This is an optimization exercise on Yosys and OpenROAD, whose aim is a short achievable clock period and few clock cycles, not a production implementation.
Where RTL was checked, it was by simulation tests only, not by an equivalence proof against the original.
For run 2, only the layout was checked, not whether the RTL still works.
Power figures rest on the tool's default switching activity, not on a simulated workload.

==> flow/design.v, too long to show whole: its modules and the start of the top module <==
// module intc_timer: 987 lines
module intc_timer (
    input  wire        clk,
    input  wire        rst,
    input  wire        cmd_valid,
    output reg         cmd_ready,
    input  wire [2:0]  cmd_op,
    input  wire [23:0] cmd_arg,
    input  wire [7:0]  cmd_data,
    output reg         rsp_valid,
    output reg  [7:0]  rsp_data,
    output wire [2:0]  pend,
    output reg  [1:0]  irq_line,
    output reg  [15:0] irq_vector
);
  // ...
==> flow/run.sh <==
#!/bin/bash
# synth_recipe.tcl (not shown) runs the flow's synth.tcl, then flattens the netlist and writes it again
# the make line also repeats each setting of config.mk as NAME=value (left out here)
make -C /OpenROAD-flow-scripts/flow DESIGN_CONFIG=/design/flow/config.mk WORK_HOME=/design/flow/orfs CLKGATE_MAP_FILE= SYNTH_SCRIPT=/design/flow/synth_recipe.tcl finish
==> flow/config.mk <==
export PLATFORM = sky130hd
export DESIGN_NAME = intc_timer
export DESIGN_NICKNAME = intc_timer
export VERILOG_FILES = /design/flow/design.v
export SDC_FILE = /design/flow/constraint.sdc
export NUM_CORES = 4
export LEC_CHECK = 0
export ABC_CLOCK_PERIOD_IN_PS = 2200
export CAP_MARGIN = 20
export CORE_MARGIN = 2
export CORE_UTILIZATION = 45
export SETUP_SLACK_MARGIN = 3.2
export SLEW_MARGIN = 20
export TNS_END_PERCENT = 100
==> flow/constraint.sdc <==
create_clock -name core_clock -period 6.0 [get_ports {clk}]
set_input_delay 1.2000 -clock core_clock [delete_from_list [all_inputs] [get_ports {clk}]]
set_output_delay 1.2000 -clock core_clock [all_outputs]
set_load 0.01 [all_outputs]
==> results.txt, run 1 <==
CTS clk-pin slew, worst paths - 0.06 ns
setup TNS - 0 ns
setup ws final - 3.14 ns
leak pwr - 14.8 nW
GRT Total Usage - 19.3%
met3 GRT Util - 3.01%
I/O pin cnt - 69
WHS Path Cells - 0
CP Max Fanout - 6
initial antenna violation count - 0
Final Cell Area - 35,700 um2
MaxCap Viol Count - 0
Seq group - 5.60 mW
Final period util - 47.7%
XOR/XNOR Fraction of Synth Area - 4.03%
CP peak stage delay - 0.44 ns
Synth Area in Compound Gates - 14.0%
min-delay worst type - reg2reg
Internal Pwr Total - 10.6 mW
register area - 15,100 um2
status - no timing/DRC/antenna violations
end of the worst hold path - p7_pkt[0]
die area - 69,800 um2
CP startpoint kind - register
Final Critical Period - 2.86 ns
mux share of post-synthesis cell area - 3.02%
post-synth top area cell - dfxtp_1
Post-CTS Hold Fix Bufs - 0
CP delay by family, top - compound AO/OA/AOI/OAI gates
Top Consumer - registers
fin. max-slew vios - 0
post-synthesis simple-gate area fraction - 11.5%
port bufs - 67
P_clk - 4.80 mW
Final clock-cell share - 7.44%
Root Buffer - clkbuf_16
Layout Cells excl Fill - 4,044
Top Metal Used - met4
CTS tree - built
wire length on met3 - 2.64 mm
met1 usage - 24.2%
slew of the pin with the lowest slew margin - 1.12 ns
ys async rst share - 0%
Testbench counts, summed over its fixed seeds: cycles 5,042.
==> run 2: changes to the inputs <==
--- a/flow/design.v
+++ b/flow/design.v
@@ -777,71 +777,28 @@
     wire [7:0] cd_s0 = cd_p ^ {cd_gg3[6:0], 1'b0};
     wire [7:0] cd_s1 = cd_p ^ {cd_gg3[6:0] | cd_pp3[6:0], 1'b1};
     wire cd_c0 = cd_gg3[7];
     wire cd_c1 = cd_gg3[7] | cd_pp3[7];
     wire expire = x_hinz || (bw ? !cd_c0 : !cd_c1);
     wire [7:0] fv_b0 = czn_b0 ? czm_b0 : cz_b0;
     wire [7:0] fv_b1 = czn_b1 ? czm_b1 : cz_b1;
     wire [7:0] step_tv = bw ? fv_b1 : fv_b0;
-    reg         sl_go, sl2_go, sl2_div;
+    wire [7:0] cd_b0 = cd_s1;
+    wire [7:0] cd_b1 = cd_s0;
+    wire       ex_b0 = x_hinz || !cd_c1;
+    wire       ex_b1 = x_hinz || !cd_c0;
+    wire [7:0] rs_b0 = !ex_b0 ? cd_b0 : fv_b0;
+    wire [7:0] rs_b1 = !ex_b1 ? cd_b1 : fv_b1;
+    wire [7:0] sl_res = bw ? rs_b1 : rs_b0;
+    wire       sl_div = bw ? (ex_b1 && !czn_b1) : (ex_b0 && !czn_b0);
+    reg         sl2_go, sl2_div;
     reg  [7:0]  sl2_res;
-    reg  [7:0]  sl_v, sl_nh8, sl_a;
     reg  [8:0]  sl_m;
     reg  [9:0]  sl_m3;
-    reg  [10:0] sl_am;
-    reg         sl_b, sl_hinz;
-    wire [10:0] sv11 = {3'b0, sl_v};
-    wire [7:0] sd_p = sl_v ^ ~sl_nh8;
-    wire [7:0] sd_gg0 = sl_v & ~sl_nh8;
-    wire [7:0] sd_pp0 = sd_p;
-    wire [7:0] sd_gg1 = sd_gg0 | (sd_pp0 & {sd_gg0[6:0], 1'b0});
-    wire [7:0] sd_pp1 = sd_pp0 & {sd_pp0[6:0], {1{1'b1}}};
-    wire [7:0] sd_gg2 = sd_gg1 | (sd_pp1 & {sd_gg1[5:0], 2'b0});
-    wire [7:0] sd_pp2 = sd_pp1 & {sd_pp1[5:0], {2{1'b1}}};
-    wire [7:0] sd_gg3 = sd_gg2 | (sd_pp2 & {sd_gg2[3:0], 4'b0});
-    wire [7:0] sd_pp3 = sd_pp2 & {sd_pp2[3:0], {4{1'b1}}};
-    wire [7:0] sd_s0 = sd_p ^ {sd_gg3[6:0], 1'b0};
-    wire [7:0] sd_s1 = sd_p ^ {sd_gg3[6:0] | sd_pp3[6:0], 1'b1};
-    wire sd_c0 = sd_gg3[7];
-    wire sd_c1 = sd_gg3[7] | sd_pp3[7];
-    wire [7:0] sd_v = sl_b ? sd_s0 : sd_s1;
-    wire       sd_n = sl_b ? !sd_c0 : !sd_c1;    
-    wire [7:0] sz_p = sl_v ^ ~sl_a;
-    wire [7:0] sz_gg0 = sl_v & ~sl_a;
-    wire [7:0] sz_pp0 = sz_p;
-    wire [7:0] sz_gg1 = sz_gg0 | (sz_pp0 & {sz_gg0[6:0], 1'b0});
-    wire [7:0] sz_pp1 = sz_pp0 & {sz_pp0[6:0], {1{1'b1}}};
-    wire [7:0] sz_gg2 = sz_gg1 | (sz_pp1 & {sz_gg1[5:0], 2'b0});
-    wire [7:0] sz_pp2 = sz_pp1 & {sz_pp1[5:0], {2{1'b1}}};
-    wire [7:0] sz_gg3 = sz_gg2 | (sz_pp2 & {sz_gg2[3:0], 4'b0});
-    wire [7:0] sz_pp3 = sz_pp2 & {sz_pp2[3:0], {4{1'b1}}};
-    wire [7:0] sz_s0 = sz_p ^ {sz_gg3[6:0], 1'b0};
-    wire [7:0] sz_s1 = sz_p ^ {sz_gg3[6:0] | sz_pp3[6:0], 1'b1};
-    wire sz_c0 = sz_gg3[7];
-    wire sz_c1 = sz_gg3[7] | sz_pp3[7];
-    wire [7:0] sz_v = sl_b ? sz_s0 : sz_s1;
-    wire       sz_n = sl_b ? !sz_c0 : !sz_c1;    
-    wire [7:0] szm_p = sl_v ^ ~sl_am[7:0];
-    wire [7:0] szm_gg0 = sl_v & ~sl_am[7:0];
-    wire [7:0] szm_pp0 = szm_p;
-    wire [7:0] szm_gg1 = szm_gg0 | (szm_pp0 & {szm_gg0[6:0], 1'b0});
-    wire [7:0] szm_pp1 = szm_pp0 & {szm_pp0[6:0], {1{1'b1}}};
-    wire [7:0] szm_gg2 = szm_gg1 | (szm_pp1 & {szm_gg1[5:0], 2'b0});
-    wire [7:0] szm_pp2 = szm_pp1 & {szm_pp1[5:0], {2{1'b1}}};
-    wire [7:0] szm_gg3 = szm_gg2 | (szm_pp2 & {szm_gg2[3:0], 4'b0});
-    wire [7:0] szm_pp3 = szm_pp2 & {szm_pp2[3:0], {4{1'b1}}};
-    wire [7:0] szm_s0 = szm_p ^ {szm_gg3[6:0], 1'b0};
-    wire [7:0] szm_s1 = szm_p ^ {szm_gg3[6:0] | szm_pp3[6:0], 1'b1};
-    wire szm_c0 = szm_gg3[7];
-    wire szm_c1 = szm_gg3[7] | szm_pp3[7];
-    wire [7:0] szm_v = sl_b ? szm_s0 : szm_s1;
-    wire       szm_n = sl_b ? !szm_c0 : !szm_c1;    
-    wire        sl_exp = sl_hinz || sd_n;
-    wire [7:0]  sl_res = !sl_exp ? sd_v : sz_n ? szm_v : sz_v;
     wire [7:0] dvs1_p = dv_r ^ ~(dv_s1[7:0]);
     wire [7:0] dvs1_gg0 = dv_r & ~(dv_s1[7:0]);
     wire [7:0] dvs1_pp0 = dvs1_p;
     wire [7:0] dvs1_gg1 = dvs1_gg0 | (dvs1_pp0 & {dvs1_gg0[6:0], 1'b0});
     wire [7:0] dvs1_pp1 = dvs1_pp0 & {dvs1_pp0[6:0], {1{1'b1}}};
     wire [7:0] dvs1_gg2 = dvs1_gg1 | (dvs1_pp1 & {dvs1_gg1[5:0], 2'b0});
     wire [7:0] dvs1_pp2 = dvs1_pp1 & {dvs1_pp1[5:0], {2{1'b1}}};
     wire [7:0] dvs1_gg3 = dvs1_gg2 | (dvs1_pp2 & {dvs1_gg2[3:0], 4'b0});
@@ -878,37 +835,31 @@
     wire [7:0] dvs3_pp3 = dvs3_pp2 & {dvs3_pp2[3:0], {4{1'b1}}};
     wire [7:0] dvs3_s0 = dvs3_p ^ {dvs3_gg3[6:0], 1'b0};
     wire [7:0] dvs3_s1 = dvs3_p ^ {dvs3_gg3[6:0] | dvs3_pp3[6:0], 1'b1};
     wire dvs3_c0 = dvs3_gg3[7];
     wire dvs3_c1 = dvs3_gg3[7] | dvs3_pp3[7];
     wire dv_ge3 = dv_s3[15:8] == 8'd0 && dvs3_c1;
     wire [7:0] dv_d3 = dvs3_s1[7:0];
     wire [7:0] dv_n = dv_ge3 ? dv_d3 : dv_ge2 ? dv_d2 : dv_ge1 ? dv_d1 : dv_r;
-    wire trans = sl_go || sl2_go || dv_busy || tvalue > r_rel || (p1_v && p1_pkt[F_LOW]) || (p2_v && p2_pkt[F_LOW]) || (p3_v && p3_pkt[F_LOW]) || (p4_v && p4_pkt[F_LOW]) || (p5_v && p5_pkt[F_LOW]) || (p6_v && p6_pkt[F_LOW]) || (p7_v && p7_pkt[F_LOW]);
+    wire trans = sl2_go || dv_busy || tvalue > r_rel || (p1_v && p1_pkt[F_LOW]) || (p2_v && p2_pkt[F_LOW]) || (p3_v && p3_pkt[F_LOW]) || (p4_v && p4_pkt[F_LOW]) || (p5_v && p5_pkt[F_LOW]) || (p6_v && p6_pkt[F_LOW]) || (p7_v && p7_pkt[F_LOW]);
     assign s0_flag = s0_step && f_ten && s0_nhi >= {5'b0, f_m} && trans;
     wire x_flag = p7_pkt[F_FLAG];
     wire [2:0] pend_n = !go ? pend_r :
                         x_power ? 3'b0 :
                         x_bound ? {x_pm[2:1], x_pm[0] & tline} : pend_r;
     always @(posedge clk) begin
         sl2_res <= sl_res;
-        sl2_div <= sl_exp && !sz_n;
-        if (!sl_go && !sl2_go) begin
-            sl_v    <= tvalue;
-            sl_nh8  <= x_b;
-            sl_a    <= p7_a;
-            sl_am   <= p7_am;
+        sl2_div <= sl_div;
+        if (!sl2_go) begin
             sl_m    <= x_m;
             sl_m3   <= x_m3;
-            sl_b    <= bw;
-            sl_hinz <= x_hinz;
         end
         if (!dv_busy) begin
-            dv_r  <= sl_res;
+            dv_r  <= sl2_res;
             dv_s1 <= {1'b0, sl_m, 6'b0};
             dv_s2 <= {sl_m, 7'b0};
             dv_s3 <= {sl_m3, 6'b0};
         end else begin
             dv_r  <= dv_n;
             dv_s1 <= dv_s1 >> 2;
             dv_s2 <= dv_s2 >> 2;
             dv_s3 <= dv_s3 >> 2;
@@ -916,32 +867,32 @@
     end
     always @(posedge clk) begin
         if (rst) begin
             tcount    <= 10'd0;
             tvalue    <= 8'd0;
             tline     <= 1'b0;
             pend_r    <= 3'b0;
             r_rel     <= 8'd0;
-            sl_go     <= 1'b0;
             sl2_go    <= 1'b0;
             dv_busy   <= 1'b0;
             dv_cnt    <= 2'd0;
             rsp_valid <= 1'b0;
         end else begin
             rsp_valid <= go;
             pend_r    <= pend_n;
-            sl_go     <= go && x_step && x_flag;
-            sl2_go    <= sl_go;
-            if (sl_go && sl_exp && !sz_n) begin
-                dv_busy <= 1'b1;
-                dv_cnt  <= 2'd0;
+            sl2_go    <= go && x_step && x_flag;
+            if (sl2_go) begin
+                if (!sl2_div)
+                    tvalue <= sl2_res;
+                else begin
+                    dv_busy <= 1'b1;
+                    dv_cnt  <= 2'd0;
+                end
             end
-            if (sl2_go && !sl2_div)
-                tvalue <= sl2_res;
             if (dv_busy) begin
                 dv_cnt <= dv_cnt + 2'd1;
                 if (dv_cnt == 2'd3) begin
                     dv_busy <= 1'b0;
                     tvalue  <= dv_n;
                 end
             end
             if (go) begin
==> flow/config.mk (replaced) <==
export PLATFORM = sky130hd
export DESIGN_NAME = intc_timer
export DESIGN_NICKNAME = intc_timer
export VERILOG_FILES = /design/flow/design.v
export SDC_FILE = /design/flow/constraint.sdc
export NUM_CORES = 4
export LEC_CHECK = 0
export ABC_CLOCK_PERIOD_IN_PS = 2200
export CAP_MARGIN = 20
export CORE_MARGIN = 2
export CORE_UTILIZATION = 40
export SETUP_SLACK_MARGIN = 3.6
export SLEW_MARGIN = 20
export TNS_END_PERCENT = 100
==> run 2 against run 1 <==
Compared with the run above:
- still clean on timing, DRC and antenna
- clock skew decreased by 0.019 ns
- area after synthesis fell by 4.6%
- clock power decreased by 5.6%
- worst setup slack improved by 0.17 ns
- worst hold slack better by 0.0040 ns
- sequential power is 6.1% lower
- sequential share of layout area decreased by 5.1 points
- final cell count is 3.6% higher
- maximum frequency rose by 6.2%
- combinational power grew 32%
- power up 7.2%
- critical endpoint is now sl2_res[6]
- highest routed layer unchanged
==> results.txt, run 2 <==
dpl hpwl - 49.7 mm (was 50.9 mm)
setup TNS - 0 ns (unchanged)
Wirelength per Cell - 17.7 um (was 17.0 um)
Syn Area/Cell - 10.2 um2 (about the same)
vias in the first global route - 21.7k (was 21.5k)
number of DRC markers in iteration 0 - 1,234 (was 1,058)
initial antenna violation count - 0 (unchanged)
H-tree depth - 3 (unchanged)
GRT Total Usage - 19.0% (was 19.3%)
fillers - 6,132 (was 5,931)
routed via count - 21.9k (was 21.3k)
largest net degree at the start of global routing - 66 (was 75)
most common cell after layout, fill and taps aside - dfxtp_1 (unchanged)
Root Buffer - clkbuf_16 (unchanged)
Final Critical Period - 2.70 ns (was 2.86 ns)
grt ovf - 0 (unchanged)
Initial Util - 40.5% (was 45.4%)
leak pwr - 15.4 nW (was 14.8 nW)
height of the chip - 274 um (was 264 um)
Synth Register Bits - 664 (was 699)
post-synth top area cell - dfxtp_1 (unchanged)
critical path class - reg2reg (unchanged)
WHS Path Cells - 0 (unchanged)
Worst EP required - 6.52 ns (was 6.57 ns)
library cells used by synthesis - 88 (was 77)
Final period util - 44.9% (was 47.7%)
Main synth FF type - dfxtp_1 (unchanged)
Layout Cells excl Fill - 4,190 (was 4,044)
Cells after Synth - 2,862 (was 2,985)
slew of the pin with the lowest slew margin - 0.848 ns (was 1.12 ns)
Peak VDD IR - 0.000203 V (was 0.000276 V)
cell depth of the worst flop-to-flop path - 10 (unchanged)
MaxCap Viol Count - 0 (unchanged)
Max Fclk - 371 MHz (was 349 MHz)
placed cells - 3,815 (was 3,871)
Worst EP arrival - 3.22 ns (was 3.44 ns)
largest cells by area after synthesis - dfxtp_1 (41%), ha_1 (13%), edfxtp_1 (7.4%) (was dfxtp_1 (39%), ha_1 (13%), edfxtp_1 (10%))
die width - 274 um (was 264 um)
DRC Markers - 0 (unchanged)
sequential area share after synthesis - 48.2% (was 49.4%)
final setup skew - 0.0276 ns (was 0.0464 ns)
DRT antenna net count - 0 (unchanged)
CP startpoint kind - register (unchanged)
Core Rows - 98 (was 95)
Area Growth Syn to Fin - 31.2% (was 17.2%)
Post-Route WL - 74.2 mm (was 68.6 mm)
Core Box Area - 71,700 um2 (was 67,000 um2)
clock sink count - 664 (was 699)
DR pass1 iterations - 5 (unchanged)
mapped cell area - 29,100 um2 (was 30,500 um2)
layout net count - 3,524 (was 3,476)
status - no timing/DRC/antenna violations (unchanged)
global-route wire length before repair - 115 mm (was 109 mm)
Max Root-Sink Buffers - 3 (unchanged)
CTS tree - built (unchanged)
post-synth top area share - 40.8% (was 39.0%)
min-delay worst type - reg2reg (unchanged)
port bufs - 67 (unchanged)
CTS clk-pin slew, worst paths - 0.06 ns (about the same)
Slew HR - 43.4% (was 25.0%)
final hold violation count - 0 (unchanged)
vias per cell - 5.22 (was 5.26)
CP Max Fanout - 5 (was 6)
Synth Warn # - 1 (unchanged)
Commonest cells post-synth - dfxtp_1 (592), ha_1 (299), inv_1 (248), nor2_1 (225), a21oi_1 (146) (was dfxtp_1 (593), ha_1 (324), inv_1 (271), nor2_1 (244), a21oi_1 (179))
clock latency at the later pin of the worst-skew pair - 0.63 ns (was 0.65 ns)
I/O pin cnt - 69 (unchanged)
CP Capture Type - register (unchanged)
ys async rst share - 0% (unchanged)
share of layout cells above drive strength 1 - 27.0% (was 11.9%)
Post-synth EDFFs - 72 (was 106)
CTS Buf Count - 71 (was 73)
die area - 74,800 um2 (was 69,800 um2)
fin. max-slew vios - 0 (unchanged)
Final Wtd Congestion - 0.890 (was 0.885)
Power Density - 446 nW/um2 (was 444 nW/um2)
final setup fails - 0 (unchanged)
Antenna Cells - 0 (unchanged)
cell with the most instances after synthesis - dfxtp_1 (unchanged)
RSZ-0062 raised after global routing - yes (unchanged)
leading cell types in the layout, fill and taps excluded - dfxtp_1 (523), ha_1 (237), inv_1 (220), nor2_1 (204), buf_4 (172) (was dfxtp_1 (580), ha_1 (312), inv_1 (267), nor2_1 (237), a21oi_1 (163))
## run 2: changes by cell type after synthesis, sizes merged, moves of 14 or more
| cell | previous run | this run |
|---|---|---|
| edfxtp | 106 | 72 |
| o22ai | 6 | 24 |
| nor3 | 108 | 78 |
| inv | 271 | 248 |
| o211ai | 17 | 31 |
| ha | 324 | 299 |
| nor2 | 244 | 225 |
| o21ai | 118 | 103 |
| a21oi | 179 | 147 |
| or2 | 32 | 17 |
## run 2: layout make-up
class                      instances  area (um2)  share of cell area, %
timing repair buffer             307        2900                   7.60
inverter                         248         963                   2.53
clock buffer                      93        2000                   5.25
tap                              950        1190                   3.12
sequential                       664       14100                   37.1
clock inverter                    36         467                   1.22
multi-input combinational       1892       16500                   43.2
## run 2: timing repair
item                                    in CTS  in global routing
resized for setup                          421                306
endpoints found under the setup margin     157                136
endpoints found under the hold margin        0                  0
buffers inserted                           149                 74
pin swaps                                  122                153
hold buffers                                 0                  0
gates cloned                                16                  7
## run 2: final timing paths
| check | start | to | slack [ns] |
|---|---|---|---|
| worst min register to register | p5_pkt[0] | p6_pkt[0] | 0.32 |
| worst max register to register | tvalue[0] | sl2_res[6] | 3.30 |
| worst max-delay path | tvalue[0] | sl2_res[6] | 3.30 |
| worst min-delay path | p5_pkt[0] | p6_pkt[0] | 0.32 |
## run 2: kinds of logic (layout without fill, tap and decap cells)
group / count (synthesis) / in the layout / share of synthesized area (%)
DFF: 664 / 664 / 48.2
muxes: 100 / 100 / 3.61
other: 1 / 7 / 0.0129
xor gates and xnor gates: 151 / 151 / 4.55
AOI/OAI and AO/OA: 628 / 640 / 14.5
and+or+nand+nor: 689 / 692 / 11.5
adders and majority gates: 302 / 302 / 13.1
buffers and inverters: 327 / 684 / 4.46
## run 2: per-stage QoR
step / util (%) / area (um2) / total power, mW / hold WS, ns / worst slack, ns
after floorplan: - / 29600 / 9.14 / 0.310 / 3.13
after global placement: 43.3 / 31100 / 10.1 / 0.310 / 2.30
after detailed placement: 43.3 / 31100 / 10.3 / 0.312 / 2.30
after CTS: 50.4 / 36100 / 15.9 / 0.314 / 3.34
after global routing: 53.2 / 38100 / 17.9 / 0.315 / 3.25
final: 53.2 / 38100 / 17.0 / 0.316 / 3.30
## run 2: critical path, cell delays in order, from the launching register on
cell,delay [ns]
dfxtp_4,0.38
ha_4,0.17
fa_2,0.38
a211oi_4,0.39
nor2_4,0.09
a21oi_4,0.18
buf_12,0.14
buf_4,0.14
mux2i_2,0.33
a211oi_1,0.12
a21oi_1,0.25
## run 2: where the power goes
group / internal [mW] / switching (mW)
registers: 4.88 / 0.375
logic: 3.52 / 3.69
clock network: 2.66 / 1.87
total: 11.1 / 5.93
## run 2: metal layers
layer	global-route usage [%]	share of wire (%)	vias up	routed length (um)
met5	0	0	-	0
met4	6.67	2.8	0	2050
met3	2.62	4.1	145	3040
met2	33.0	49	473	36600
met1	24.0	44	10516	32500
li1	-	-	10738	-

-- afterwards: timing with drivers on the ports --
How much do the figures lean on ideal ports? The routed layouts below were timed once more, with nothing changed but the port constraints.
Step 1 sets driving cells, clkbuf_16 on the clock port and buf_2 on the other inputs (assumed; they add their load-dependent delay and slew).
Step 2, shift: input delay + t, output delay - t, t = (earliest + latest rising clock arrival at the registers) / 2. This alone moves slack from input paths to output paths.
a / b / c = ideal / step 1 / step 2; a / b = the first two.
run | t (ns) | setup WS [ns] | worst setup path at the end | pins driven straight from the clock port
run 1 | 0.697 | 3.137 / 3.137 / 2.677 | input to register | 1
run 2 | 0.685 | 3.304 / 3.304 / 2.896 | input to register | 1
After both steps setup and hold are still met in every run listed. The setup slack of run 1, which loses most, moves by 0.000 ns with the drivers and by -0.460 ns with both steps.
